Background: an optimization exercise with open tools, aiming at small area, a short achievable clock period and few clock cycles per item. Do not read the settings as production practice.
RTL that was checked went through simulation tests only; none was proved equivalent to the original.
For run 3, only the layout was checked, not whether the RTL still works.
No activity file was given, so power comes from the tool's default toggle rates.

`flow/design.v`:
```
module se05x_rx_check (
    input  wire        clk,
    input  wire        rst,             
    input  wire        in_valid,
    output wire        in_ready,
    input  wire [31:0] in_data,
    output reg         res_valid,
    output reg  [3:0]  res_status,      
    output reg  [1:0]  res_kind,        
    output reg  [7:0]  res_pcb,
    output reg  [7:0]  res_len,
    output wire [15:0] res_crc,         
    output wire        res_seq_mismatch,
    output wire        res_rx_seq,      
    output wire        res_wtx,         
    output wire [7:0]  res_wtx_mult
);
    localparam [7:0] NAD_C2H = 8'hA5;
    localparam [15:0] RESIDUE = 16'hF0B8;   
    localparam [15:0] WTX_HDR = 16'hFE12;   
    localparam [3:0] ST_OK       = 4'd0;
    localparam [3:0] ST_BAD_CRC  = 4'd4;
    localparam [3:0] ST_BAD_PCB  = 4'd5;
    localparam [3:0] ST_BAD_ADDR = 4'd6;
    localparam [3:0] ST_RX_BUF   = 4'd7;
    localparam [1:0] K_I = 2'd0, K_R = 2'd1, K_S = 2'd2, K_BAD = 2'd3;
    function [15:0] crc_byte;
        input [15:0] c;
        input [7:0]  b;
        integer k;
        reg [15:0] x;
        begin
            x = c ^ {8'h00, b};
            for (k = 0; k < 8; k = k + 1)
                x = x[0] ? ((x >> 1) ^ 16'h8408) : (x >> 1);
            crc_byte = x;
        end
    endfunction
    function [1:0] pcb_kind;
        input [7:0] p;
        begin
            if (p[7] == 1'b0)
                pcb_kind = K_I;
            else if ((p & 8'hEC) == 8'h80)
                pcb_kind = (p[1:0] == 2'b11) ? K_BAD : K_R;
            else if (p[7:6] == 2'b11 && p[4] == 1'b0 &&
                     (p[3:0] == 4'h0 || p[3:0] == 4'h1 || p[3:0] == 4'h2 ||
                      p[3:0] == 4'h3 || p[3:0] == 4'h5 || p[3:0] == 4'h6 ||
                      p[3:0] == 4'h7 || p[3:0] == 4'hF))
                pcb_kind = K_S;
            else
                pcb_kind = K_BAD;
        end
    endfunction
    wire [7:0] d0 = in_data[7:0],   d1 = in_data[15:8],
               d2 = in_data[23:16], d3 = in_data[31:24];
    reg [7:2]  rem;         
    reg        busy;
    reg        r_ge6, r5, r4, r3, r2, r1;
    reg [1:0]  tc;          
    reg [15:0] crcq;        
    reg        rx_seq;
    reg        len_bad, hdr_bad, any_bad, pcb_only, i_cand, wtx_cand;
    reg        lo_bad;      
    reg [3:0]  crc_bad;     
    wire len0   = (d2 == 8'h00);
    wire len255 = (d2 == 8'hFF);
    wire nad_bad = (d0 != NAD_C2H);
    wire [1:0] kind0 = pcb_kind(d1);
    wire pcb_bad0 = (kind0 == K_BAD) || (kind0 == K_R) || (d1 == 8'hC3 && d2 != 8'd1);
    wire k3 = busy ? r5 : (len0 || len255);
    wire k2 = busy && r4;
    wire k1 = busy && r3;
    wire serial    = k3 || k2 || k1;
    wire last_byte = k1 || (k2 && tc == 2'd1) || (k3 && tc == 2'd2);
    assign in_ready = !serial || last_byte;
    wire take = in_valid && in_ready;
    wire last = r4 || r3 || r2 || r1;
    wire [15:0] c0 = busy ? ~crcq : 16'hFFFF;
    wire [15:0] c4;
    wire t0, t1, t2, t3, t4, t5, t6, t7, t8, t9, t10, t11;
    wire t12, t13, t14, t15, n1, n2, n3, n4, n5, n6, n7, n8;
    wire n9, n10, n11, n12, n13, n14, n15, n16, n17, n18, n19, n20;
    wire n21, n22, n23, n24, n25, n26, n27, n28, n29, n30, n31, n32;
    wire n33, n34, n35, n36, n37, n38, n39, n40, n41, n42, n43, n44;
    wire n45, n46, n47, n48, n49, n50, n51, n52, n53, n54, n55, n56;
    wire n57, n58, n59, n60, n61, n62, n63, n64, n65, n66, n67, n68;
    wire n69, n70, n71, n72, n73, n74, n75, n76, n77, n78, n79, n80;
    wire n81, n82, n83, n84, n85, n86, n87, n88, n89, n90, n91, n92;
    wire n93, n94, n95, n96, n97, n98, n99, n100, n101, n102, n103, n104;
    wire n105, n106, n107;
    assign t0 = c0[0] ^ in_data[0];
    assign t1 = c0[1] ^ in_data[1];
    assign t2 = c0[2] ^ in_data[2];
    assign t3 = c0[3] ^ in_data[3];
    assign t4 = c0[4] ^ in_data[4];
    assign t5 = c0[5] ^ in_data[5];
    assign t6 = c0[6] ^ in_data[6];
    assign t7 = c0[7] ^ in_data[7];
    assign t8 = c0[8] ^ in_data[8];
    assign t9 = c0[9] ^ in_data[9];
    assign t10 = c0[10] ^ in_data[10];
    assign t11 = c0[11] ^ in_data[11];
    assign t12 = c0[12] ^ in_data[12];
    assign t13 = c0[13] ^ in_data[13];
    assign t14 = c0[14] ^ in_data[14];
    assign t15 = c0[15] ^ in_data[15];
    assign n1 = t0 ^ t6;
    assign n2 = t1 ^ t7;
    assign n3 = t2 ^ t8;
    assign n4 = t3 ^ t9;
    assign n5 = in_data[18] ^ t10;
    assign n6 = in_data[19] ^ t11;
    assign n7 = in_data[20] ^ t12;
    assign n8 = in_data[21] ^ t13;
    assign n9 = in_data[22] ^ t14;
    assign n10 = in_data[23] ^ t15;
    assign n11 = n4 ^ n7;
    assign n12 = n8 ^ t5;
    assign n13 = in_data[16] ^ in_data[17];
    assign n14 = n10 ^ n3;
    assign n15 = n2 ^ n5;
    assign n16 = in_data[16] ^ in_data[27];
    assign n17 = in_data[24] ^ in_data[28];
    assign n18 = in_data[25] ^ in_data[29];
    assign n19 = in_data[26] ^ in_data[30];
    assign n20 = n1 ^ n13;
    assign n21 = n1 ^ n9;
    assign n22 = in_data[27] ^ in_data[31];
    assign n23 = in_data[17] ^ t2;
    assign n24 = n16 ^ t0;
    assign n25 = n17 ^ t4;
    assign n26 = n19 ^ t4;
    assign n27 = n22 ^ t5;
    assign n28 = n26 ^ n3;
    assign n29 = n27 ^ n6;
    assign n30 = n5 ^ n6;
    assign n31 = n11 ^ n12;
    assign n32 = n11 ^ n29;
    assign n33 = n28 ^ n30;
    assign n34 = t10 ^ n1;
    assign n35 = n25 ^ n7;
    assign n36 = n12 ^ n34;
    assign n37 = n35 ^ n36;
    assign n38 = n18 ^ t11;
    assign n39 = n2 ^ n38;
    assign n40 = n12 ^ n21;
    assign n41 = n39 ^ n40;
    assign n42 = n19 ^ t12;
    assign n43 = t6 ^ n2;
    assign n44 = n42 ^ n9;
    assign n45 = n14 ^ n43;
    assign n46 = n44 ^ n45;
    assign n47 = in_data[24] ^ in_data[31];
    assign n48 = n47 ^ t13;
    assign n49 = t7 ^ n24;
    assign n50 = n4 ^ n48;
    assign n51 = n14 ^ n49;
    assign n52 = n50 ^ n51;
    assign n53 = in_data[25] ^ t1;
    assign n54 = t14 ^ t8;
    assign n55 = n53 ^ n54;
    assign n56 = n20 ^ n55;
    assign n57 = n31 ^ n56;
    assign n58 = in_data[26] ^ t15;
    assign n59 = t4 ^ t9;
    assign n60 = n23 ^ n58;
    assign n61 = n59 ^ n8;
    assign n62 = n15 ^ n21;
    assign n63 = n60 ^ n61;
    assign n64 = n62 ^ n63;
    assign n65 = n16 ^ t3;
    assign n66 = t5 ^ n6;
    assign n67 = n65 ^ n9;
    assign n68 = n14 ^ n15;
    assign n69 = n66 ^ n67;
    assign n70 = n68 ^ n69;
    assign n71 = n25 ^ n6;
    assign n72 = n11 ^ n14;
    assign n73 = n20 ^ n71;
    assign n74 = n72 ^ n73;
    assign n75 = in_data[24] ^ n13;
    assign n76 = n18 ^ t4;
    assign n77 = n75 ^ n76;
    assign n78 = n15 ^ n77;
    assign n79 = n31 ^ n78;
    assign n80 = in_data[17] ^ in_data[25];
    assign n81 = n80 ^ t6;
    assign n82 = n81 ^ n9;
    assign n83 = n12 ^ n82;
    assign n84 = n33 ^ n83;
    assign n85 = in_data[18] ^ in_data[26];
    assign n86 = n85 ^ t7;
    assign n87 = n10 ^ n86;
    assign n88 = n21 ^ n87;
    assign n89 = n32 ^ n88;
    assign n90 = in_data[19] ^ t5;
    assign n91 = t8 ^ n10;
    assign n92 = n2 ^ n24;
    assign n93 = n90 ^ n91;
    assign n94 = n92 ^ n93;
    assign n95 = in_data[20] ^ n17;
    assign n96 = t1 ^ t9;
    assign n97 = n3 ^ n95;
    assign n98 = n96 ^ n20;
    assign n99 = n97 ^ n98;
    assign n100 = in_data[21] ^ n18;
    assign n101 = n100 ^ n23;
    assign n102 = n4 ^ n101;
    assign n103 = n15 ^ n102;
    assign n104 = in_data[22] ^ t3;
    assign n105 = n104 ^ n33;
    assign n106 = in_data[23] ^ t4;
    assign n107 = n106 ^ n32;
    assign c4 = {n107, n105, n103, n99, n94, n89, n84, n79, n74, n70, n64, n57, n52, n46, n41, n37};
    wire [15:0] cs = (tc == 2'd0) ? c0 : ~crcq;
    wire [7:0]  lane = (tc == 2'd0) ? d0 : (tc == 2'd1) ? d1 : d2;
    wire [15:0] u = crc_byte(cs, lane);
    reg  [7:0] rem_n;
    always @(*) begin
        rem_n = {rem, res_len[1] ^ res_len[0], ~res_len[0]};
        if (take)
            rem_n = busy ? rem_n - 8'd4 : d2 + 8'd1;
    end
    always @(posedge clk) begin
        if (rst) begin
            busy      <= 1'b0;
            tc        <= 2'd0;
            rx_seq    <= 1'b0;
            res_valid <= 1'b0;
        end else begin
            res_valid <= take && (busy ? last : len255);
            if (take)
                busy <= busy ? !last : !len255;
            if (in_valid && serial)
                tc <= last_byte ? 2'd0 : tc + 2'd1;
            if (res_valid && accept_i)
                rx_seq <= ~rx_seq;
        end
        rem   <= rem_n[7:2];
        r_ge6 <= rem_n >= 8'd6;
        r5    <= rem_n == 8'd5;
        r4    <= rem_n == 8'd4;
        r3    <= rem_n == 8'd3;
        r2    <= rem_n == 8'd2;
        r1    <= rem_n == 8'd1;
        if (in_valid) begin
            if (serial)
                crcq <= ~u;
            else if (busy ? r_ge6 : 1'b1)
                crcq <= ~c4;
        end
        if (in_valid && last_byte && k3)
            lo_bad <= (~u[7:0] != d3);
        if (take && !busy) begin
            res_pcb <= d1;
            res_len <= d2;
            len_bad  <= len255;
            hdr_bad  <= len255 || nad_bad;
            any_bad  <= len255 || nad_bad || pcb_bad0;
            pcb_only <= !len255 && !nad_bad && pcb_bad0;
            i_cand   <= !len255 && !nad_bad && !pcb_bad0 && !d1[7];
            wtx_cand <= !len255 && !nad_bad && d1 == 8'hC3 && d2 == 8'd1;
        end
        if (take && busy) begin
            crc_bad[0] <= k2 ? (~u[3:0] != d2[3:0]) :
                          k1 ? (~u[3:0] != d1[3:0]) :
                          r2 ? (c0[3:0] != ~d0[3:0]) :
                               lo_bad;
            crc_bad[1] <= k2 ? (~u[7:4] != d2[7:4]) :
                          k1 ? (~u[7:4] != d1[7:4]) :
                          r2 ? (c0[7:4] != ~d0[7:4]) :
                               lo_bad;
            crc_bad[2] <= k2 ? (~u[11:8] != d3[3:0]) :
                          k1 ? (~u[11:8] != d2[3:0]) :
                          r2 ? (c0[11:8] != ~d1[3:0]) :
                               (crcq[11:8] != d0[3:0]);
            crc_bad[3] <= k2 ? (~u[15:12] != d3[7:4]) :
                          k1 ? (~u[15:12] != d2[7:4]) :
                          r2 ? (c0[15:12] != ~d1[7:4]) :
                               (crcq[15:12] != d0[7:4]);
        end
    end
    assign res_crc = crcq;
    wire crc_any = (crc_bad != 4'h0);
    always @(*) begin
        res_kind   = pcb_kind(res_pcb);
        res_status = {1'b0, any_bad || crc_any, hdr_bad,
                      len_bad || (pcb_only && !crc_any)};
    end
    wire accept_i = i_cand && !crc_any;                    
    assign res_seq_mismatch = accept_i && (res_pcb[6] != rx_seq);
    assign res_rx_seq       = rx_seq ^ accept_i;
    assign res_wtx          = wtx_cand && !crc_any;
    wire [7:0] wh = ~res_crc[15:8];                  
    wire [7:0] wy = wh ^ (wh >> 5);
    wire [7:0] wx = wy ^ {wy[3:0], 4'h0};
    wire [7:0] mult = wx ^ WTX_HDR[7:0];
    assign res_wtx_mult     = res_wtx ? mult : 8'h00;
endmodule
```
`flow/flow/run.sh`:
```
#!/bin/bash
# The standard layout (standard.sh) with two changes:
#  - synthesis is flow/my_synth.tcl: synth_recipe.tcl, but keeping the RTL's
#    XOR network as written (see the comment at its top);
#  - the port buffers are buf_2 cells instead of the default choice (a slow
#    delay buffer).
set -euo pipefail
here=$(pwd)
export BUFFER_PORTS_ARGS="-buffer_cell sky130_fd_sc_hd__buf_2"
sed "s#SYNTH_SCRIPT=[^ ]*#SYNTH_SCRIPT=$here/flow/my_synth.tcl#" standard.sh > my_standard.sh
grep -q "SYNTH_SCRIPT=$here/flow/my_synth.tcl" my_standard.sh
bash my_standard.sh > standard.log 2>&1
```
`flow/flow/my_synth.tcl`:
```
# The standard flow's synthesis script (synth_recipe.tcl), except that the XOR network
# is kept as written: Yosys's own generic ABC pass is skipped (synth -noabc),
# and just before ABC's technology mapping the 2-input XOR/XNOR gates are
# mapped to the library's xor2/xnor2 cells (flow/xormap.v), so ABC maps
# only the rest. Registers are untouched by either change.
set ::my_flow_dir [file dirname [file normalize [info script]]]
proc synth {args} { yosys synth -nofsm -noshare -noabc {*}$args }
proc abc {args} {
  yosys techmap -map $::my_flow_dir/xormap.v
  yosys abc {*}$args
}
source $::env(SCRIPTS_DIR)/synth.tcl
# left out here: clear keep_hierarchy, flatten, clean up, hide names made inside functions, write 1_2_yosys.v
```
`flow/flow/xormap.v`:
```
// Map Yosys's 2-input XOR/XNOR gates straight to the library's cells, so
// that ABC keeps the XOR network as the RTL writes it.
module \$_XOR_ (input A, input B, output Y);
  sky130_fd_sc_hd__xor2_1 _TECHMAP_REPLACE_ (.A(A), .B(B), .X(Y));
endmodule
module \$_XNOR_ (input A, input B, output Y);
  sky130_fd_sc_hd__xnor2_1 _TECHMAP_REPLACE_ (.A(A), .B(B), .Y(Y));
endmodule
```
`flow/standard.sh`:
```
#!/bin/bash
# synth_recipe.tcl (not shown) runs the flow's synth.tcl, then flattens the netlist and writes it again
# the make line also repeats each setting of config.mk as NAME=value (left out here)
make -C /OpenROAD-flow-scripts/flow DESIGN_CONFIG=/design/flow/config.mk WORK_HOME=/design/flow/orfs CLKGATE_MAP_FILE= SYNTH_SCRIPT=/design/flow/synth_recipe.tcl "${@:-finish}"
```
`flow/config.mk`:
```
export PLATFORM = sky130hd
export DESIGN_NAME = se05x_rx_check
export DESIGN_NICKNAME = se05x_rx_check
export VERILOG_FILES = /design/flow/design.v
export SDC_FILE = /design/flow/constraint.sdc
export NUM_CORES = 4
export LEC_CHECK = 0
export CAP_MARGIN = 20
export CORE_MARGIN = 2
export CORE_UTILIZATION = 60
export CTS_BUF_LIST = sky130_fd_sc_hd__clkbuf_4 sky130_fd_sc_hd__clkbuf_8
export SETUP_SLACK_MARGIN = 2.0
export SLEW_MARGIN = 20
```
`flow/constraint.sdc`:
```
create_clock -name core_clock -period 5.0 [get_ports {clk}]
set_input_delay 1.0000 -clock core_clock [delete_from_list [all_inputs] [get_ports {clk}]]
set_output_delay 1.0000 -clock core_clock [all_outputs]
set_load 0.01 [all_outputs]
```
==> reports/summary.json, run 1 <==
{
  "result_of_the_run": "complete, no violations",
  "timing.reg2reg.setup_slack_ns": 1.89,
  "drv.max_cap_violation_count": 0,
  "antenna_found_initial": 0,
  "design.core.area_sq_um": 8810,
  "critical_path_arrival_ns": 3.26,
  "seqCellArea_sq_um": 1630,
  "commonest_non_fill_non_tap_cell_in_the_layout": "sky130_fd_sc_hd__xor2_1",
  "placement.io_buffers": 84,
  "grt_overflow_total": 0,
  "drive_gt1_frac": 0.289,
  "max_slew_margin": 0.538,
  "critical_path.startpoint_type": "input port",
  "r2r_endpoint": "lo_bad",
  "multiInputGateArea_sq_um": 4220,
  "synth_largest_area_cell": "sky130_fd_sc_hd__xor2_1",
  "setup.worst_path.class": "in2reg",
  "tritoncts_num_sinks": 60,
  "crit_required_ns": 5.10,
  "insertedDiodeCount": 0,
  "rows": 34,
  "fp.dieArea_sq_um": 9970,
  "synth.area.mux_share": 0.0293,
  "final_cell_mix": "sky130_fd_sc_hd__xor2_1, sky130_fd_sc_hd__buf_2, sky130_fd_sc_hd__nand2_1",
  "timing.final.max_slew_violations": 0,
  "worst-path-stages": 11,
  "netlist_top_cells_area": "sky130_fd_sc_hd__xor2_1, sky130_fd_sc_hd__edfxtp_1, sky130_fd_sc_hd__dfxtp_1",
  "finalWorstPathRequiredPeriod_ns": 3.16,
  "finish.utilization": 0.803,
  "dp.cells": 810,
  "number_of_flops_mapped_to_enable_cells_by_yosys": 43,
  "timing.critical_path.cells": "buf_2, mux2i_1, o21ai_2, xor2_2, xnor2_2, xnor2_2, xnor2_2, buf_4, xor2_1, nor4_2, nand2_1",
  "fin_skew_ns": 0.0121,
  "die_x_um": 99.8,
  "final_design_area_excluding_fillers_sq_um": 7070,
  "globalRouteTotalUtil": 0.351,
  "syn-mean-instance-area_sq_um": 8.76,
  "number_of_iterations_in_the_first_detailed_routing_pass": 6,
  "mean_routed_wirelength_per_cell_um": 21.9,
  "dpl_worst_slack_ns": 1.21,
  "worst_hold_path_type": "reg2reg",
  "pin_count_of_the_biggest_net_entering_global_routing": 33,
  "syn-instance-count": 629,
  "initial_utilization": 0.626,
  "tritoncts": "yes",
  "cts.reportedPaths.clkPinSlew_ns": 0.08,
  "worst_path_max_delay_cell": "sky130_fd_sc_hd__nor4_2",
  "ir_worst_vdd_v": 0.000467,
  "detail_route.wirelength_um": 18700,
  "worst_path_largest_cell_delay_ns": 0.36,
  "fin_hold_ws_ns": 0.478,
  "total_leakage_power_nw": 3.01,
  "cp-startpoint": "in_data[11]",
  "synth.cell_area_sq_um": 5510,
  "synthToLayoutAreaGrowth_pct": 28.4,
  "post-route-worst-setup-slack_ns": 1.84,
  "numCtsBuffers": 9,
  "clock_tree.root_cell": "sky130_fd_sc_hd__clkbuf_8",
  "finish.net_count": 783,
  "reg2reg_depth": 12,
  "primary_flip_flop_cell_chosen_by_synthesis_mapping": "sky130_fd_sc_hd__edfxtp_1",
  "synth_sequential_area_ratio": 0.296,
  "yosys_register_bits": 60,
  "cp-end-kind": "flop",
  "setup-violations-final": 0,
  "transition_time_of_the_tightest_slew_check_pin_ns": 0.688,
  "power.density_cell_area_nw_per_um2": 493,
  "critical-path-top-cell-by-count": "sky130_fd_sc_hd__xnor2_2",
  "detailed_place.area_sq_um": 6070,
  "timing.critical_path.fanout_max": 8,
  "async_flop_share": 0,
  "clock_h_tree_levels": 3,
  "place.gp.congestion": 0.958,
  "via_per_inst": 6.06,
  "routed-via-count": 5172,
  "grt_setup_unrepaired": "yes",
  "achievable-frequency_ghz": 0.317,
  "global_route_wire_length_before_repair_um": 26200,
  "dieHeight_um": 99.8,
  "first_iter_violations": 520,
  "cts_buffer_depth": 2,
  "clk_latency_ns": 0.36,
  "main_combinational_cell_family_by_area_after_synthesis": "XOR/XNOR gates",
  "yosysUniqueCellTypes": 55,
  "n_fill_cell": 584,
  "fin_total_pwr_mw": 3.48,
  "simple_gate_area_share_of_the_yosys_netlist": 0.155,
  "critical_path.endpoint": "lo_bad",
  "post_synth_fa_ha_maj_area_fraction": 0.0182,
  "synth_xor_xnor_area_share": 0.367,
  "synth-compound-area-share": 0.0881,
  "synth-warning-count": 1,
  "final_min_period_over_clock_period": 0.632,
  "hold_depth": 2,
  "antenna_nets_post_route": 0,
  "postCtsHoldBufs": 0,
  "netlist.area_leader.share": 0.348,
  "cp_num_buf_inv": 2,
  "final-hold-violation-count": 0,
  "detail_route.drc_violations": 0,
  "grt_pass1_vias": 4749,
  "synth_net_count": 672,
  "post_layout_nonfiller_instances": 853,
  "fin_tns_setup_ns": 0,
  "detailed_place_hpwl_um": 12700,
  "worst_path_dominant_cell_family": "XOR/XNOR gates",
  "critical_path.reg2reg.startpoint": "tc[1]",
  "io_pins": 86
}
[tightest hold or removal path, stage by stage (launching register included)]
cell and delay [ns]:
sky130_fd_sc_hd__dfxtp_1 0.32, sky130_fd_sc_hd__o21ai_0 0.06, sky130_fd_sc_hd__o21ai_1 0.06
[kinds of logic (layout without fill, tap and decap cells)]
kind of cell	Yosys count	count (layout)
compound gates	81	81
xor+xnor	231	231
fa+ha+maj	8	8
buf+inv	63	178
flops	60	60
mux	16	16
other cells	1	1
simple gates	169	170
[Yosys cell counts, drive strengths merged, types with 4 or more instances]
master and n:
and3 11, nor2 36, a21oi 28, o21ai 30, inv 47, xnor2 12
edfxtp 43, or4b 4, buf 7, nand2b 4, nand2 62, a22oi 5
xor2 219, ha 8, nand3 8, dfxtp 17, nor3 10, or4 5
o211ai 4, clkbuf 9, nor4 18, mux2i 15
[sequential cells by signal, summed over array words and instances (netlist names), 2 cells and up]
| signal | cells |
|---|---|
| crcq | 16 |
| res_len | 8 |
| res_pcb | 8 |
| rem | 6 |
| crc_bad | 4 |
| tc | 2 |
[where the power goes]
| part | switching, mW | total, mW | internal [mW] |
|---|---|---|---|
| registers | 0.126 | 0.833 | 0.707 |
| clock network | 0.228 | 0.410 | 0.181 |
| logic | 1.36 | 2.24 | 0.884 |
[area by class of cell]
class | instances | area share
tap | 108 | 0.0191
timing repair buffer | 115 | 0.105
sequential | 60 | 0.231
clock inverter | 7 | 0.00708
clock buffer | 9 | 0.0175
multi-input combinational | 507 | 0.596
inverter | 47 | 0.0249
[layer usage]
metal / share of wire / wire (um) / track usage
met1: 0.39 / 7300 / 0.500
met2: 0.46 / 8670 / 0.544
met3: 0.11 / 2090 / 0.0669
met4: 0.034 / 636 / 0.111
met5: 0 / 0 / 0
[how the worst min path moves through the flow]
stage	to	from
3_5_place_dp	rem[7]	rem[7]
4_1_cts	rem[7]	rem[7]
6_report	rem[7]	rem[7]
5_1_grt	rem[6]	rem[6]
3_3_place_gp	rem[7]	rem[7]
2_1_floorplan	rem[7]	rem[7]
[what timing repair did]
item                       CTS  global route
setup endpoints to repair   24            25
buffers inserted            14            12
resized for setup           49            59
pin swaps                   11            17
cloned                       0             1
Testbench counts, summed over its fixed seeds: cycles 37,512, frames 1,280.
==> run 2: changes to the inputs <==
--- a/flow/config.mk
+++ b/flow/config.mk
@@ -10,4 +10,4 @@
 export CORE_UTILIZATION = 60
 export CTS_BUF_LIST = sky130_fd_sc_hd__clkbuf_4 sky130_fd_sc_hd__clkbuf_8
-export SETUP_SLACK_MARGIN = 2.0
+export SETUP_SLACK_MARGIN = 1.75
 export SLEW_MARGIN = 20
==> run 2 against run 1 <==
Compared with the run above: utilization is 6.6 points lower; sequential share of layout area increased by 2.0 points; first-iteration DRC count fell by 21%; clock power is 12% higher; register-to-register slack worse by 0.06 ns; design area decreased by 8.2%; synthesized cell count unchanged; synthesized area is the same; non-clock buffer count decreased by 22; via count is 4.9% lower; combinational power shrank 11%.
==> reports/summary.json, run 2 <==
{
  "syn-mean-instance-area_sq_um": 8.76,
  "detail_route.wirelength_um": 17500,
  "synth.cell_area_sq_um": 5510,
  "netlist_top_cells_area": "sky130_fd_sc_hd__xor2_1, sky130_fd_sc_hd__edfxtp_1, sky130_fd_sc_hd__dfxtp_1",
  "grt_pass1_vias": 4579,
  "timing.critical_path.fanout_max": 10,
  "synth_net_count": 672,
  "power.density_cell_area_nw_per_um2": 503,
  "worst_path_max_delay_cell": "sky130_fd_sc_hd__nor4_4",
  "crit_required_ns": 4.00,
  "cp-end-kind": "output pin",
  "place.gp.congestion": 0.994,
  "number_of_flops_mapped_to_enable_cells_by_yosys": 43,
  "synth-warning-count": 1,
  "syn-instance-count": 629,
  "rows": 34,
  "antenna_found_initial": 0,
  "synth_sequential_area_ratio": 0.296,
  "yosys_register_bits": 60,
  "cts_buffer_depth": 2,
  "total_leakage_power_nw": 2.80,
  "finalWorstPathRequiredPeriod_ns": 3.21,
  "timing.critical_path.cells": "buf_2, nor4_4, and3_4, o211a_4, nor2_1, buf_2",
  "initial_utilization": 0.626,
  "synth_largest_area_cell": "sky130_fd_sc_hd__xor2_1",
  "globalRouteTotalUtil": 0.351,
  "yosysUniqueCellTypes": 55,
  "grt_setup_unrepaired": "yes",
  "insertedDiodeCount": 0,
  "first_iter_violations": 412,
  "fp.dieArea_sq_um": 9970,
  "dieHeight_um": 99.8,
  "final-hold-violation-count": 0,
  "global_route_wire_length_before_repair_um": 26100,
  "worst_path_dominant_cell_family": "simple AND/OR/NAND/NOR gates",
  "mean_routed_wirelength_per_cell_um": 21.0,
  "cts.reportedPaths.clkPinSlew_ns": 0.08,
  "fin_total_pwr_mw": 3.27,
  "critical-path-top-cell-by-count": "sky130_fd_sc_hd__buf_2",
  "max_slew_margin": 0.307,
  "primary_flip_flop_cell_chosen_by_synthesis_mapping": "sky130_fd_sc_hd__edfxtp_1",
  "post_synth_most_frequent_cells": "sky130_fd_sc_hd__xor2_1, sky130_fd_sc_hd__nand2_1, sky130_fd_sc_hd__inv_1",
  "via_per_inst": 5.93,
  "setup.worst_path.class": "in2out",
  "worst_path_largest_cell_delay_ns": 0.37,
  "critical_path_arrival_ns": 2.21,
  "critical_path.startpoint_type": "input port",
  "fin_tns_setup_ns": 0,
  "detailed_place.area_sq_um": 6040,
  "detail_route.drc_violations": 0,
  "final_design_area_excluding_fillers_sq_um": 6490,
  "finish.net_count": 760,
  "dp.cells": 810,
  "commonest_non_fill_non_tap_cell_in_the_layout": "sky130_fd_sc_hd__xor2_1",
  "detailed_place_hpwl_um": 13300,
  "post_layout_nonfiller_instances": 830,
  "worst_hold_path_type": "reg2reg",
  "design.core.area_sq_um": 8810,
  "biggestRegsByFlops": "crcq (16), res_len (8), res_pcb (8)",
  "routed-via-count": 4919,
  "yosysMostFrequentCell": "sky130_fd_sc_hd__xor2_1",
  "numCtsBuffers": 9,
  "placement.io_buffers": 84,
  "setup-violations-final": 0,
  "grt_overflow_total": 0,
  "drv.max_cap_violation_count": 0,
  "pin_count_of_the_biggest_net_entering_global_routing": 33,
  "tritoncts": "yes",
  "transition_time_of_the_tightest_slew_check_pin_ns": 1.04,
  "clock_tree.root_cell": "sky130_fd_sc_hd__clkbuf_8",
  "clock_h_tree_levels": 3,
  "achievable-frequency_ghz": 0.312,
  "drive_gt1_frac": 0.205,
  "max_ffs_per_register": 16,
  "tritoncts_num_sinks": 60,
  "postCtsHoldBufs": 0,
  "die_x_um": 99.8,
  "async_flop_share": 0,
  "result_of_the_run": "complete, no violations",
  "fin_skew_ns": 0.00520,
  "cp_num_buf_inv": 2,
  "number_of_iterations_in_the_first_detailed_routing_pass": 6,
  "io_pins": 86,
  "final_min_period_over_clock_period": 0.641,
  "timing.reg2reg.setup_slack_ns": 1.83,
  "final_cell_mix": "sky130_fd_sc_hd__xor2_1, sky130_fd_sc_hd__buf_2, sky130_fd_sc_hd__nand2_1",
  "netlist.area_leader.share": 0.348,
  "timing.final.max_slew_violations": 0,
  "synthToLayoutAreaGrowth_pct": 17.9,
  "antenna_nets_post_route": 0,
  "clk_latency_ns": 0.35,
  "ir_worst_vdd_v": 0.000362,
  "top_register": "crcq"
}
[run 2: cell counts after synthesis]
Identical to the previous run, type by type.
[run 2: through the flow]
stage	setup WS, ns	hold WS (ns)	util
2_1_floorplan	1.85	0.444	-
3_3_place_gp	1.24	0.454	0.686
3_5_place_dp	1.16	0.464	0.686
4_1_cts	1.69	0.476	0.718
5_1_grt	1.73	0.507	0.738
6_report	1.79	0.477	0.738
[run 2: where the power goes]
part	internal, mW	switching (mW)
Sequential	0.707	0.116
Clock	0.233	0.226
Combinational	0.754	1.23
[run 2: path summary, 6_finish.rpt]
kind                             startpoint       end  cells after the start
worst max-delay path            in_data[22]  in_ready                      6
worst min-delay path                 rem[7]    rem[7]                      2
worst max register to register         busy   crcq[4]                      8
worst min register to register       rem[7]    rem[7]                      2
[run 2: tightest hold or removal path, cell delays in order (launching register included)]
cell	delay (ns)
sky130_fd_sc_hd__dfxtp_1	0.32
sky130_fd_sc_hd__o21ai_0	0.06
sky130_fd_sc_hd__o21ai_1	0.06
[run 2: routing by layer]
layer  share of wire  up-vias  GRT usage
met2            0.46      276      0.560
met3           0.088       42     0.0432
li1                -     2272          -
met1            0.42     2329      0.497
met5               0        -          0
met4           0.029        0      0.117
[run 2: cell families after synthesis]
logic type	Yosys count	share of synthesized area
XOR/XNOR	231	0.367
adder cells (fa/ha/maj)	8	0.0182
AO/OA/AOI/OAI	81	0.0881
AND/OR/NAND/NOR	169	0.155
flip-flops	60	0.296
multiplexers	16	0.0293
buffers and inverters	63	0.0452
other	1	0.000681
[run 2: final cells by class]
cell class	count	area, sq um
Inverter	47	176
Tap cell	108	135
Timing Repair Buffer	93	495
Clock inverter	7	76.3
Sequential cell	60	1630
Multi-Input combinational cell	506	3860
Clock buffer	9	124
Fill cell	684	2310
[run 2: repair_timing]
| action | 4_1_cts | 5_1_grt |
|---|---|---|
| hold endpoints to repair | 0 | 0 |
| endpoints found under the setup margin | 7 | 13 |
| gates resized for setup | 13 | 23 |
| pin swaps | 1 | 2 |
| buffers inserted | 2 | 2 |
| cloned | 0 | 0 |
==> run 3: changes to the inputs <==
--- a/flow/design.v
+++ b/flow/design.v
@@ -59,20 +59,20 @@
     reg        r_ge6, r5, r4, r3, r2, r1;
     reg [1:0]  tc;          
+    reg        fx;          
+    reg        fx0;         
     reg [15:0] crcq;        
     reg        rx_seq;
-    reg        len_bad, hdr_bad, any_bad, pcb_only, i_cand, wtx_cand;
+    reg        len_bad, hdr_bad, pcb_bad;
     reg        lo_bad;      
-    reg [3:0]  crc_bad;     
+    reg [1:0]  crc_bad;     
     wire len0   = (d2 == 8'h00);
     wire len255 = (d2 == 8'hFF);
-    wire nad_bad = (d0 != NAD_C2H);
-    wire [1:0] kind0 = pcb_kind(d1);
-    wire pcb_bad0 = (kind0 == K_BAD) || (kind0 == K_R) || (d1 == 8'hC3 && d2 != 8'd1);
-    wire k3 = busy ? r5 : (len0 || len255);
+    wire k3 = busy && r5;
     wire k2 = busy && r4;
     wire k1 = busy && r3;
     wire serial    = k3 || k2 || k1;
     wire last_byte = k1 || (k2 && tc == 2'd1) || (k3 && tc == 2'd2);
-    assign in_ready = !serial || last_byte;
+    wire lenx      = len0 || len255;        
+    assign in_ready = !fx && (!serial || last_byte);
     wire take = in_valid && in_ready;
     wire last = r4 || r3 || r2 || r1;
@@ -215,10 +215,13 @@
     assign c4 = {n107, n105, n103, n99, n94, n89, n84, n79, n74, n70, n64, n57, n52, n46, n41, n37};
     wire [15:0] cs = (tc == 2'd0) ? c0 : ~crcq;
-    wire [7:0]  lane = (tc == 2'd0) ? d0 : (tc == 2'd1) ? d1 : d2;
+    wire [7:0]  lane = fx ? ((tc == 2'd1) ? res_pcb : {8{!fx0}}) :
+                       (tc == 2'd0) ? d0 : (tc == 2'd1) ? d1 : d2;
     wire [15:0] u = crc_byte(cs, lane);
     reg  [7:0] rem_n;
     always @(*) begin
         rem_n = {rem, res_len[1] ^ res_len[0], ~res_len[0]};
-        if (take)
+        if (fx)
+            rem_n = 8'd1;                   
+        else if (take)
             rem_n = busy ? rem_n - 8'd4 : d2 + 8'd1;
     end
@@ -227,11 +230,23 @@
             busy      <= 1'b0;
             tc        <= 2'd0;
+            fx        <= 1'b0;
             rx_seq    <= 1'b0;
             res_valid <= 1'b0;
         end else begin
-            res_valid <= take && (busy ? last : len255);
-            if (take)
-                busy <= busy ? !last : !len255;
-            if (in_valid && serial)
+            res_valid <= (take && busy && last) || (fx && tc == 2'd2 && !fx0);
+            if (take && busy && last)
+                busy <= 1'b0;
+            if (take && !busy && !lenx)
+                busy <= 1'b1;
+            if (fx && tc == 2'd2)
+                busy <= fx0;
+            if (take && !busy && lenx) begin
+                fx  <= 1'b1;
+                fx0 <= len0;
+                tc  <= 2'd1;
+            end else if (fx) begin
+                fx  <= tc != 2'd2;
+                tc  <= (tc == 2'd2) ? 2'd0 : tc + 2'd1;
+            end else if (in_valid && serial)
                 tc <= last_byte ? 2'd0 : tc + 2'd1;
             if (res_valid && accept_i)
@@ -245,6 +260,8 @@
         r2    <= rem_n == 8'd2;
         r1    <= rem_n == 8'd1;
-        if (in_valid) begin
-            if (serial)
+        if (fx)
+            crcq <= ~u;
+        else if (in_valid) begin
+            if (serial || (!busy && lenx))
                 crcq <= ~u;
             else if (busy ? r_ge6 : 1'b1)
@@ -253,44 +270,40 @@
         if (in_valid && last_byte && k3)
             lo_bad <= (~u[7:0] != d3);
+        if (fx && tc == 2'd2) begin
+            lo_bad <= (~u[7:0] != res_len);
+            if (fx0)
+                res_len <= 8'd0;
+        end
         if (take && !busy) begin
             res_pcb <= d1;
-            res_len <= d2;
-            len_bad  <= len255;
-            hdr_bad  <= len255 || nad_bad;
-            any_bad  <= len255 || nad_bad || pcb_bad0;
-            pcb_only <= !len255 && !nad_bad && pcb_bad0;
-            i_cand   <= !len255 && !nad_bad && !pcb_bad0 && !d1[7];
-            wtx_cand <= !len255 && !nad_bad && d1 == 8'hC3 && d2 == 8'd1;
+            res_len <= len0 ? d3 : d2;
+            len_bad <= len255;
+            hdr_bad <= len255 || (d0 != NAD_C2H);
+            pcb_bad <= (pcb_kind(d1) == K_BAD) || (pcb_kind(d1) == K_R) ||
+                       (d1 == 8'hC3 && d2 != 8'd1);
         end
         if (take && busy) begin
-            crc_bad[0] <= k2 ? (~u[3:0] != d2[3:0]) :
-                          k1 ? (~u[3:0] != d1[3:0]) :
-                          r2 ? (c0[3:0] != ~d0[3:0]) :
-                               lo_bad;
-            crc_bad[1] <= k2 ? (~u[7:4] != d2[7:4]) :
-                          k1 ? (~u[7:4] != d1[7:4]) :
-                          r2 ? (c0[7:4] != ~d0[7:4]) :
+            crc_bad[0] <= k2 ? (~u[7:0] != d2) :
+                          k1 ? (~u[7:0] != d1) :
+                          r2 ? (c0[7:0] != ~d0) :
                                lo_bad;
-            crc_bad[2] <= k2 ? (~u[11:8] != d3[3:0]) :
-                          k1 ? (~u[11:8] != d2[3:0]) :
-                          r2 ? (c0[11:8] != ~d1[3:0]) :
-                               (crcq[11:8] != d0[3:0]);
-            crc_bad[3] <= k2 ? (~u[15:12] != d3[7:4]) :
-                          k1 ? (~u[15:12] != d2[7:4]) :
-                          r2 ? (c0[15:12] != ~d1[7:4]) :
-                               (crcq[15:12] != d0[7:4]);
+            crc_bad[1] <= k2 ? (~u[15:8] != d3) :
+                          k1 ? (~u[15:8] != d2) :
+                          r2 ? (c0[15:8] != ~d1) :
+                               (crcq[15:8] != d0);
         end
     end
     assign res_crc = crcq;
-    wire crc_any = (crc_bad != 4'h0);
+    wire crc_any = (crc_bad != 2'b00);
     always @(*) begin
         res_kind   = pcb_kind(res_pcb);
-        res_status = {1'b0, any_bad || crc_any, hdr_bad,
-                      len_bad || (pcb_only && !crc_any)};
+        res_status = {1'b0, hdr_bad || crc_any || pcb_bad, hdr_bad,
+                      len_bad || (!hdr_bad && !crc_any && pcb_bad)};
     end
-    wire accept_i = i_cand && !crc_any;                    
+    wire ok       = !(hdr_bad || crc_any || pcb_bad);
+    wire accept_i = ok && !res_pcb[7];                     
     assign res_seq_mismatch = accept_i && (res_pcb[6] != rx_seq);
     assign res_rx_seq       = rx_seq ^ accept_i;
-    assign res_wtx          = wtx_cand && !crc_any;
+    assign res_wtx          = ok && (res_pcb == 8'hC3);
     wire [7:0] wh = ~res_crc[15:8];                  
     wire [7:0] wy = wh ^ (wh >> 5);
--- a/flow/config.mk
+++ b/flow/config.mk
@@ -10,4 +10,4 @@
 export CORE_UTILIZATION = 60
 export CTS_BUF_LIST = sky130_fd_sc_hd__clkbuf_4 sky130_fd_sc_hd__clkbuf_8
-export SETUP_SLACK_MARGIN = 1.75
+export SETUP_SLACK_MARGIN = 1.5
 export SLEW_MARGIN = 20
==> run 3 against run 2 <==
Compared with the run above: first-iteration DRC count is 0.49% higher; cell count is 6.7% higher; worst setup slack worse by 0.31 ns; global-route usage is 0.081 points lower; largest cell class unchanged; clock power is 1% higher; register-to-register slack worse by 0.26 ns; still clean; sequential share of layout area is 2.6 points lower; critical path type is now in2reg; die area is 4.7% higher; fmax is 8.8% lower.
==> reports/summary.json, run 3 <==
{
  "cp_num_buf_inv": 1,
  "detailed_place_hpwl_um": 13700,
  "timing.critical_path.cells": "buf_2, mux2i_1, nor2_1, a21oi_1, o21ai_1, xor2_1, xor2_2, xnor2_1, xor2_1, nor4_1, nand3_1, o41ai_2, a22oi_1",
  "finalWorstPathRequiredPeriod_ns": 3.52,
  "crit_required_ns": 5.08,
  "postCtsHoldBufs": 0,
  "yosysUniqueCellTypes": 51,
  "grt_setup_unrepaired": "yes",
  "worst_path_dominant_cell_family": "XOR/XNOR gates",
  "final_cell_mix": "sky130_fd_sc_hd__xor2_1, sky130_fd_sc_hd__buf_2, sky130_fd_sc_hd__inv_1",
  "biggestRegsByFlops": "crcq (16), res_len (8), res_pcb (8)",
  "grt_pass1_vias": 4878,
  "first_iter_violations": 414,
  "pin_count_of_the_biggest_net_entering_global_routing": 41,
  "r2r_endpoint": "crc_bad[0]",
  "tritoncts_num_sinks": 57,
  "cp-startpoint": "in_data[21]",
  "tritoncts": "yes",
  "drv.max_cap_violation_count": 0,
  "globalRouteTotalUtil": 0.350,
  "timing.final.max_slew_violations": 0,
  "insertedDiodeCount": 0,
  "synthToLayoutAreaGrowth_pct": 17.7,
  "critical_path.startpoint_type": "input port",
  "synth.cell_area_sq_um": 5780,
  "clock_tree.root_cell": "sky130_fd_sc_hd__clkbuf_8",
  "commonest_non_fill_non_tap_cell_in_the_layout": "sky130_fd_sc_hd__xor2_1",
  "timing.critical_path.fanout_max": 10,
  "initial_utilization": 0.623,
  "fp.dieArea_sq_um": 10400,
  "synth_largest_area_cell": "sky130_fd_sc_hd__xor2_1",
  "cp-end-kind": "flop",
  "clk_latency_ns": 0.36,
  "post_synth_most_frequent_cells": "sky130_fd_sc_hd__xor2_1, sky130_fd_sc_hd__inv_1, sky130_fd_sc_hd__nand2_1",
  "max_slew_margin": 0.392,
  "netlist_top_cells_area": "sky130_fd_sc_hd__xor2_1, sky130_fd_sc_hd__edfxtp_1, sky130_fd_sc_hd__dfxtp_1",
  "critical_path.reg2reg.startpoint": "tc[0]",
  "primary_flip_flop_cell_chosen_by_synthesis_mapping": "sky130_fd_sc_hd__edfxtp_1",
  "rows": 35,
  "dpl_worst_slack_ns": 0.741,
  "worst-path-stages": 13,
  "final_design_area_excluding_fillers_sq_um": 6800,
  "synth_sequential_area_ratio": 0.265,
  "netlist.area_leader.share": 0.332,
  "achievable-frequency_ghz": 0.284,
  "place.gp.congestion": 0.970,
  "grt_overflow_total": 0,
  "async_flop_share": 0,
  "final-hold-violation-count": 0,
  "reg2reg_depth": 14,
  "total_leakage_power_nw": 2.99,
  "synth-warning-count": 1,
  "fin_hold_ws_ns": 0.505,
  "top_register": "crcq",
  "syn-instance-count": 669,
  "number_of_iterations_in_the_first_detailed_routing_pass": 8,
  "cts_buffer_depth": 2,
  "number_of_flops_mapped_to_enable_cells_by_yosys": 39,
  "antenna_found_initial": 0,
  "finish.net_count": 796,
  "critical_path.endpoint": "crc_bad[0]",
  "critical-path-top-cell-by-count": "sky130_fd_sc_hd__xor2_1",
  "numCtsBuffers": 9,
  "max_ffs_per_register": 16,
  "detailed_place.area_sq_um": 6320,
  "yosysMostFrequentCell": "sky130_fd_sc_hd__xor2_1",
  "worst_path_largest_cell_delay_ns": 0.70,
  "critical_path_arrival_ns": 3.60,
  "transition_time_of_the_tightest_slew_check_pin_ns": 0.908,
  "worst_path_max_delay_cell": "sky130_fd_sc_hd__xnor2_1",
  "detail_route.drc_violations": 0,
  "clock_h_tree_levels": 3,
  "setup-violations-final": 0,
  "io_pins": 86,
  "power.density_cell_area_nw_per_um2": 530,
  "routed-via-count": 5207,
  "mean_routed_wirelength_per_cell_um": 20.5,
  "timing.reg2reg.setup_slack_ns": 1.57,
  "setup.worst_path.class": "in2reg",
  "ir_worst_vdd_v": 0.000381,
  "global_route_wire_length_before_repair_um": 26900,
  "fin_skew_ns": 0.0137,
  "antenna_nets_post_route": 0,
  "syn-mean-instance-area_sq_um": 8.64,
  "die_x_um": 102,
  "worst_hold_path_type": "reg2reg",
  "yosys_register_bits": 57,
  "drive_gt1_frac": 0.205,
  "detail_route.wirelength_um": 18100,
  "synth_net_count": 713,
  "design.core.area_sq_um": 9280,
  "fin_tns_setup_ns": 0,
  "cts.reportedPaths.clkPinSlew_ns": 0.09,
  "final_min_period_over_clock_period": 0.703,
  "result_of_the_run": "complete, no violations",
  "dieHeight_um": 102,
  "via_per_inst": 5.88,
  "n_fill_cell": 747,
  "post-route-worst-setup-slack_ns": 1.48,
  "placement.io_buffers": 84
}
run 3: per-layer routing:
layer / share of wire / wire (um) / global-route usage / up-vias
li1: - / - / - / 2377
met1: 0.40 / 7350 / 0.464 / 2482
met2: 0.47 / 8520 / 0.574 / 295
met3: 0.095 / 1730 / 0.0787 / 53
met4: 0.030 / 542 / 0.106 / 0
met5: 0 / 0 / 0 / -
run 3: how the worst min path moves through the flow:
stage | start | endpoint | slack (ns) | cells after the start
global route | rem[6] | rem[6] | 0.56 | 2
detailed placement | rem[3] | rem[3] | 0.49 | 2
finish | rem[3] | rem[3] | 0.51 | 2
floorplan | rem[3] | rem[3] | 0.48 | 2
global placement | rem[7] | rem[7] | 0.49 | 2
CTS | rem[3] | rem[3] | 0.51 | 2
run 3: final cells by class:
class / instances / area, sq um / share of cell area
well taps: 129 / 161 / 0.0237
repair buffers: 96 / 515 / 0.0758
inverters: 59 / 221 / 0.0326
flip-flops and latches: 57 / 1530 / 0.225
clock buffers: 9 / 124 / 0.0182
clock inverters: 7 / 76.3 / 0.0112
multi-input cells: 529 / 4170 / 0.613
run 3: logic make-up after synthesis:
kind of cell / Yosys count / share of synthesized area
buffers and inverters: 83 / 0.0585
and+or+nand+nor: 181 / 0.157
DFF: 57 / 0.265
adders and majority gates: 9 / 0.0195
other: 1 / 0.000649
muxes: 44 / 0.0808
AOI/OAI and AO/OA: 63 / 0.0691
xor gates and xnor gates: 231 / 0.350
run 3: where the power goes:
part,internal (mW),leakage (nW),switching [mW]
sequential,0.695,0.519,0.145
combinational,0.924,2.36,1.37
clock,0.235,0.105,0.231
total,1.85,2.99,1.75
run 3: worst register-to-register path, cell delays in order, from the launching register on:
cell and delay, ns:
sky130_fd_sc_hd__dfxtp_2 0.38, sky130_fd_sc_hd__inv_1 0.09, sky130_fd_sc_hd__ha_2 0.26, sky130_fd_sc_hd__buf_4 0.20, sky130_fd_sc_hd__nor2_1 0.11, sky130_fd_sc_hd__a21oi_1 0.04
sky130_fd_sc_hd__o21ai_1 0.20, sky130_fd_sc_hd__xor2_2 0.30, sky130_fd_sc_hd__xor2_2 0.18, sky130_fd_sc_hd__xnor2_1 0.70, sky130_fd_sc_hd__xor2_1 0.18, sky130_fd_sc_hd__nor4_1 0.20
sky130_fd_sc_hd__nand3_1 0.13, sky130_fd_sc_hd__o41ai_2 0.07, sky130_fd_sc_hd__a22oi_1 0.12
run 3: per-stage QoR:
| step | instances | power [mW] | util |
|---|---|---|---|
| after floorplan | 669 | 2.37 | - |
| after global placement | 864 | 2.92 | 0.681 |
| after global routing | 886 | 3.82 | 0.733 |
| after detailed placement | 864 | 2.96 | 0.681 |
| final | 886 | 3.60 | 0.733 |
| after CTS | 885 | 3.51 | 0.721 |
run 3: repair_timing:
| action | in CTS | in global routing |
|---|---|---|
| endpoints found under the setup margin | 5 | 5 |
| buffers inserted | 5 | 1 |
| endpoints found under the hold margin | 0 | 0 |
| resized for setup | 21 | 16 |
| pin swaps | 5 | 4 |
| gates cloned | 0 | 0 |

afterwards: timing with drivers on the ports:
No port has a modelled driver above. Below, the same layouts with a new extraction and two added sets of constraints. Step 1: set_driving_cell puts a clkbuf_16 on clk and a buf_2 on each other input, an assumption about the parent block. Step 2 moves the port delays by t, midway between the first and last clock arrival at a register: inputs arrive t later, outputs are due t later. That takes back most of the time a late clock gives input paths. Slacks: ideal ports / drivers / drivers and shift; pairs: ideal ports / drivers.
run	shift t [ns]	setup WS [ns]	hold WS [ns]	latest minus earliest clock arrival (ns)
run 1	0.380	1.841 / 1.849 / 1.469	0.478 / 0.478 / 0.478	0.012 / 0.012
run 2	0.379	1.794 / 1.776 / 1.503	0.477 / 0.477 / 0.477	0.005 / 0.005
run 3	0.386	1.485 / 1.501 / 1.115	0.505 / 0.505 / 0.505	0.018 / 0.018
After both steps every run listed still meets setup and hold. The setup slack of run 1, which loses most, moves by +0.008 ns with the drivers and by -0.372 ns with both steps.
